Source: an optimization exercise on an open RTL-to-GDS flow (aim: small area). Production flows keep margins and buffers that such runs may drop. Only simulation tests tie the RTL to the original design; equivalence was not proved. Power figures rest on the tool's default switching activity, not on a simulated workload.

## trial 89
==> flow/design.v (excerpt) <==
module mdu_rx_engine (
    input  wire        clk,
    input  wire        rst,           
    input  wire        t_valid,
    input  wire [31:0] t_us,
    output wire        t_ready,
    input  wire [2:0]  rate,          
    input  wire        selected,      
    input  wire        q_pop,         
    output reg         q_full,        
    output reg         rx_active,
    output reg         frame_start,   
    output reg         byte_valid,    
    output wire [7:0]  byte_data,
    output reg         pkt_done,      
    output wire        pkt_queued,
    output wire        pkt_nack,
    output wire        pkt_ack,
    output reg         ack_pulse,     
    output wire [31:0] ack_dur
);
Size: roughly 360 cells after synthesis, about 90 I/O pins.
export LEC_CHECK = 0
export CAP_MARGIN = 20
export CORE_MARGIN = 2
export CORE_UTILIZATION = 40
export PLACE_DENSITY = 0.6
export SLEW_MARGIN = 20
create_clock -name core_clock -period 10.0 [get_ports {clk}]
standard.sh (not shown) runs the stock make flow with config.mk's settings and CLKGATE_MAP_FILE= SYNTH_SCRIPT=/design/flow/synth_recipe.tcl, a recipe that flattens the netlist after the stock synthesis.
==> flow/flow/run.sh <==
#!/bin/bash
# Layout flow: the standard flow (standard.sh) with these changes.
#  1. After the standard synthesis, its combinational logic is re-mapped for
#     area by flow/ropt.sh; the registers stay as synthesis made them.
#  2. The port buffers that placement inserts use the smallest buffer cell,
#     and power recovery after global routing downsizes non-critical cells.
#  3. Clock tree synthesis uses clkbuf_8 and inserts no dummy loads.
#  4. The constant outputs share one tie cell (no tie fanout repair).
# Each tool's output goes to a log file in this folder.
set -euo pipefail
R=orfs/results/$FLOW_PLATFORM/mdu_rx_engine/base
ARGS=("BUFFER_PORTS_ARGS=-buffer_cell sky130_fd_sc_hd__buf_1" "RECOVER_POWER=100"
      "CTS_ARGS=-sink_clustering_enable -repair_clock_nets -dont_use_dummy_load -buf_list sky130_fd_sc_hd__clkbuf_8"
      "SKIP_REPAIR_TIE_FANOUT=1")
bash standard.sh "${ARGS[@]}" synth > log_standard_synth.txt 2>&1
cp $R/1_2_yosys.v std_1_2_yosys.v
bash flow/ropt.sh std_1_2_yosys.v ropt_1_2_yosys.v > log_ropt.txt 2>&1
cp ropt_1_2_yosys.v $R/1_2_yosys.v
touch $R/1_2_yosys.v
bash standard.sh "${ARGS[@]}" finish > log_standard_finish.txt 2>&1
Other scripts of this flow, unchanged in this note and not shown: flow/flow/dontuse.txt, flow/flow/ropt.sh
Trial 89 went all the way through synthesis, placement and routing and the layout is clean on timing, DRC and antenna.
Inputs modified between trial 89 and trial 63:
--- a/flow/design.v
+++ b/flow/design.v
@@ -212,28 +212,28 @@
     assign fwin = ab[0];
     wire fb32 = step & c32[31];
     localparam [31:0] POLY = 32'h04C11DB7;
     integer i;
     always @(posedge clk) begin
         c32[0] <= s_pre | (c32[31] ^ (step & c_one));
         for (i = 1; i < 32; i = i + 1)
             c32[i] <= c32[i-1] ^ (POLY[i] & fb32);
     end
     wire [7:0] vt;
-    assign vt[0] = t1 | t3 | t7;
-    assign vt[1] = t0;
-    assign vt[2] = t0 | t2 | t6;
-    assign vt[3] = t1 | t3;
-    assign vt[4] = t0 | t3 | t5;
-    assign vt[5] = t2;
-    assign vt[6] = t2 | t4;
-    assign vt[7] = t1;
+    assign vt[0] = t3 | t5 | t6;
+    assign vt[1] = t4 | t7;
+    assign vt[2] = t2 | t4 | t5 | t7;
+    assign vt[3] = t5 | t7;
+    assign vt[4] = t1 | t5 | t7;
+    assign vt[5] = t6;
+    assign vt[6] = t0 | t4 | t6 | t7;
+    assign vt[7] = t5;
     wire       fb8 = step & c8[0];
     wire [7:0] m8  = vt & {8{step & c_one}};
     always @(posedge clk) begin
         c8[7] <= ~s_pre & (c8[0] ^ m8[7]);
         c8[6] <= c8[7] ^ m8[6];
         c8[5] <= c8[6] ^ m8[5];
         c8[4] <= c8[5] ^ m8[4];
         c8[3] <= c8[4] ^ m8[3] ^ fb8;
         c8[2] <= c8[3] ^ m8[2] ^ fb8;
         c8[1] <= c8[2] ^ m8[1];
Notes after the runs:
- Across trial 63 and trial 89, none had a timing, DRC or antenna violation.
- Relative to trial 89, standard cell area after detailed placement has gone up in trial 63.
- Total length of routed met3 wires is higher on trial 63
- Power share of the combinational group across trial 63 and trial 89: no real change.
- Trial 63 ended up with a higher portion of the clock cycle consumed by the worst path in the final layout than trial 89 did.
- Trial 63 has less setup slack than trial 89.

-- static timing again, ports no longer ideal --
The flow's constraints put no driver on any port. The routed layouts listed below were extracted and timed again, unchanged, in two steps. Step 1 assumes that a clkbuf_16 drives the clock port and a buf_2 every other input. Step 2 adds t to the input delays and takes it off the output delays; t is the mean of the earliest and latest rising clock arrival at the registers after step 1. Input paths then give back, and output paths get back, about the clock's delay inside the block. a / b / c = ideal ports / drivers / drivers and shift; a / b = the first two.
run | shift t [ns] | slack for setup (ns) | worst setup path after step 2
trial 89 | 0.378 | 4.462 / 4.468 / 4.090 | input to register
trial 63 | 0.370 | 3.589 / 3.598 / 3.228 | input to register
After both steps every run listed still meets setup and hold. For trial 89, which loses most, drivers alone change the setup slack by +0.006 ns; drivers and shift together by -0.372 ns.
